This design comes from an exercise in tuning for a short achievable clock period and few clock cycles per item on the open sky130 flow, not from production work.
At most, simulation tests tie the RTL to the original design; equivalence was not proved.
The clock input has no modelled driver; a real chip could not lean on it and would need a root buffer or a full tree.
No activity file was given, so power comes from the tool's default toggle rates.

==> flow/design.v (excerpt) <==
module dnp3_tx (
    input  wire        clk,
    input  wire        rst,
    input  wire        cmd_valid,
    output wire        cmd_ready,
    input  wire [7:0]  cmd_plen,    
    input  wire [7:0]  cmd_ctrl,    
    input  wire [15:0] cmd_dst,     
    input  wire [15:0] cmd_src,     
    input  wire        in_valid,
    output wire        in_ready,
    input  wire [31:0] in_data,
    output wire        out_valid,
    input  wire        out_ready,
    output wire [31:0] out_data,
    output wire        out_last,
    output reg         done_valid,
    output reg  [3:0]  done_err,
    output reg  [8:0]  done_len
);
    localparam [3:0] E_OK      = 4'd0,
                     E_LENGTH  = 4'd1,
                     E_RANGE   = 4'd6,
                     E_BADFNC  = 4'd8,
                     E_ADDRESS = 4'd9;
    localparam IFD = 4;               
    localparam IQA = 1;               
    localparam IQD = 1 << IQA;
    localparam PFA = 4;               
    localparam PFD = 1 << PFA;        
    function [15:0] crc_s4;
        input [15:0] x;
        begin
            crc_s4[0] = x[1] ^ x[2] ^ x[3] ^ x[4] ^ x[5] ^ x[12] ^ x[13] ^ x[14] ^ x[15];
  ...
Size in the first run: roughly 1700 flip-flops, ~140 I/O pins, ~0.067 mm² of cells after synthesis.
clock: 8.0 ns
lec_check: 0
abc_clock_period_in_ps: 2500
cap_margin: 20
core_margin: 2
core_utilization: 55
place_density: 0.65
slew_margin: 20
standard.sh (not shown) runs the stock make flow with config.mk's settings and CLKGATE_MAP_FILE= SYNTH_SCRIPT=/design/flow/synth_recipe.tcl, a recipe that flattens the netlist after the stock synthesis.
==> flow/flow/run.sh <==
#!/bin/bash
# The standard layout (standard.sh), with three changes to how it is made:
#  - the setup repair aims further below the clock period (SETUP_SLACK_MARGIN),
#  - the ports are buffered with buf_4 cells,
#  - the clock tree is built by flow/mcts.tcl (a balanced two-level tree of
#    clkbuf_16 cells: four root buffers on the clock port, each driving the
#    leaf buffers of its part of the die) in place of TritonCTS; it also
#    places each flip-flop that drives an output port next to its port buffer.
# The whole ORFS output goes to standard.log in this folder.
set -e
here=$(pwd)
export SETUP_SLACK_MARGIN=6
export BUFFER_PORTS_ARGS="-buffer_cell sky130_fd_sc_hd__buf_4"
export PRE_CTS_TCL=$here/flow/mcts.tcl
export MCTS_LEAF=26
export MCTS_ROOTS=4
export MCTS_SPAN=80
bash standard.sh > standard.log 2>&1
Other scripts of this flow, unchanged in this note and not shown: flow/flow/mcts.tcl
The baseline produced a clean layout.
Rerun with:
--- a/flow/design.v
+++ b/flow/design.v
@@ -17,25 +17,25 @@
     output reg         done_valid,
     output reg  [3:0]  done_err,
     output reg  [8:0]  done_len
 );
     localparam [3:0] E_OK      = 4'd0,
                      E_LENGTH  = 4'd1,
                      E_RANGE   = 4'd6,
                      E_BADFNC  = 4'd8,
                      E_ADDRESS = 4'd9;
     localparam IFD = 4;               
     localparam IQA = 1;               
     localparam IQD = 1 << IQA;
-    localparam PFA = 4;               
+    localparam PFA = 3;               
     localparam PFD = 1 << PFA;        
     function [15:0] crc_s4;
         input [15:0] x;
         begin
             crc_s4[0] = x[1] ^ x[2] ^ x[3] ^ x[4] ^ x[5] ^ x[12] ^ x[13] ^ x[14] ^ x[15];
             crc_s4[1] = x[2] ^ x[3] ^ x[4] ^ x[5] ^ x[6] ^ x[13] ^ x[14] ^ x[15];
             crc_s4[2] = x[3] ^ x[4] ^ x[5] ^ x[6] ^ x[7] ^ x[14] ^ x[15];
             crc_s4[3] = x[0] ^ x[1] ^ x[2] ^ x[3] ^ x[6] ^ x[7] ^ x[8] ^ x[12] ^ x[13] ^ x[14];
             crc_s4[4] = x[5] ^ x[7] ^ x[8] ^ x[9] ^ x[12];
             crc_s4[5] = x[0] ^ x[1] ^ x[2] ^ x[3] ^ x[4] ^ x[5] ^ x[6] ^ x[8] ^ x[9] ^ x[10] ^ x[12] ^ x[14] ^ x[15];
             crc_s4[6] = x[0] ^ x[6] ^ x[7] ^ x[9] ^ x[10] ^ x[11] ^ x[12] ^ x[14];
             crc_s4[7] = x[0] ^ x[1] ^ x[7] ^ x[8] ^ x[10] ^ x[11] ^ x[12] ^ x[13] ^ x[15];
The changed run ran to the end with no violations; first-iteration DRC count falls by 44%; critical path depth stays the same; utilization rises by 1.9 points; synthesized cell count falls by 19%; sequential share of layout area falls by 4.0 points; cell count falls by 19%; routed wire length falls by 27%.
No run of this note included a check of the RTL's function; only the layout flow was run. In every run of this note, the design's own scripts or RTL, not TritonCTS, make the clock network.

* * *

## purple
dnp3_tx, a different RTL version from the one above (not shown whole).
Size: about 4,500 cells after synthesis, about 140 I/O pins, about 69,000 sq um of cells after synthesis.
export LEC_CHECK = 0
export ABC_CLOCK_PERIOD_IN_PS = 2500
export CAP_MARGIN = 20
export CORE_MARGIN = 2
export CORE_UTILIZATION = 55
export PLACE_DENSITY = 0.65
export SLEW_MARGIN = 20
create_clock -name core_clock -period 8.0 [get_ports {clk}]
==> flow/flow/run.sh <==
#!/bin/bash
# The standard layout (standard.sh), with three changes to how it is made:
#  - the setup repair aims further below the clock period (SETUP_SLACK_MARGIN),
#  - the ports are buffered with buf_4 cells,
#  - the clock tree is built by flow/mcts.tcl (a balanced two-level tree of
#    clkbuf_16 cells: four root buffers on the clock port, each driving the
#    leaf buffers of its part of the die) in place of TritonCTS; it also
#    places each flip-flop that drives an output port next to its port buffer.
# The whole ORFS output goes to standard.log in this folder.
set -e
here=$(pwd)
export SETUP_SLACK_MARGIN=6
export BUFFER_PORTS_ARGS="-buffer_cell sky130_fd_sc_hd__buf_4"
export PRE_CTS_TCL=$here/flow/mcts.tcl
export MCTS_LEAF=24
export MCTS_ROOTS=4
bash standard.sh > standard.log 2>&1
Other scripts of this flow, unchanged in this note and not shown: flow/flow/mcts.tcl
purple: full flow OK, the timing, design-rule and antenna checks passed
Testbench counts of purple, summed over its fixed seeds: cycles 12,123, frames 320.
## Diff of input files: orange against purple
--- a/flow/design.v
+++ b/flow/design.v
@@ -17,25 +17,25 @@
     output reg         done_valid,
     output reg  [3:0]  done_err,
     output reg  [8:0]  done_len
 );
     localparam [3:0] E_OK      = 4'd0,
                      E_LENGTH  = 4'd1,
                      E_RANGE   = 4'd6,
                      E_BADFNC  = 4'd8,
                      E_ADDRESS = 4'd9;
     localparam IFD = 4;               
     localparam IQA = 1;               
     localparam IQD = 1 << IQA;
-    localparam PFA = 4;               
+    localparam PFA = 3;               
     localparam PFD = 1 << PFA;        
     function [15:0] crc_s1;
         input [15:0] x;
         begin
             crc_s1[0] = x[3] ^ x[4] ^ x[5] ^ x[8];
             crc_s1[1] = x[0] ^ x[4] ^ x[5] ^ x[6] ^ x[9];
             crc_s1[2] = x[0] ^ x[1] ^ x[5] ^ x[6] ^ x[7] ^ x[10];
             crc_s1[3] = x[0] ^ x[1] ^ x[2] ^ x[3] ^ x[4] ^ x[5] ^ x[6] ^ x[7] ^ x[11];
             crc_s1[4] = x[0] ^ x[1] ^ x[2] ^ x[6] ^ x[7] ^ x[12];
             crc_s1[5] = x[1] ^ x[2] ^ x[4] ^ x[5] ^ x[7] ^ x[13];
             crc_s1[6] = x[0] ^ x[2] ^ x[4] ^ x[6] ^ x[14];
             crc_s1[7] = x[1] ^ x[3] ^ x[5] ^ x[7] ^ x[15];
### Flow results
The clock skew was comparable across orange and purple.
Data required time of the worst path: orange higher than purple
Internal power (lower): orange
Relative to purple, global routing met1 resource utilization has decreased by 2.2 points in orange.
Layout sequential cell count: lower on orange
Compared with purple, orange ends up with less cell area.
Flip-flop and latch area is higher on purple
Worst setup slack delta for orange relative to purple: 0.061 ns higher
In orange, the count of instances resized after the clock tree is built came out about 7% below the value in purple.
Re synthesized area: orange is about 22% down on purple.
The RTL of orange was laid out without a check of its function. In every run of this note, the design's own scripts or RTL, not TritonCTS, make the clock network.

## static timing again, ports no longer ideal
The flow's constraints put no driver on any port. The routed layouts listed below were extracted and timed again, unchanged, in two steps.
Step 1 assumes that a clkbuf_16 drives the clock port and a buf_2 every other input.
Step 2 moves the port delays by t, midway between the first and last clock arrival at a register: inputs arrive t later, outputs are due t later. That takes back most of the time a late clock gives input paths.
a / b / c = ideal / step 1 / step 2; a / b = the first two.
run	t, ns	setup slack, ns	worst hold slack (ns)	worst setup path at the end	pins driven straight from the clock port
the first run of note 1	0.709	5.361 / 5.200 / 5.395	0.298 / 0.298 / 0.298	input to register	4
the second run of note 1	0.629	5.431 / 5.284 / 5.400	0.279 / 0.279 / 0.279	input to register	4
purple	0.713	5.406 / 5.242 / 5.401	0.325 / 0.325 / 0.325	input to register	4
orange	0.628	5.467 / 5.329 / 5.227	0.322 / 0.322 / 0.322	input to register	4
After both steps every run listed still meets setup and hold. The setup slack of orange, which loses most, moves by -0.138 ns with the drivers and by -0.240 ns with both steps.
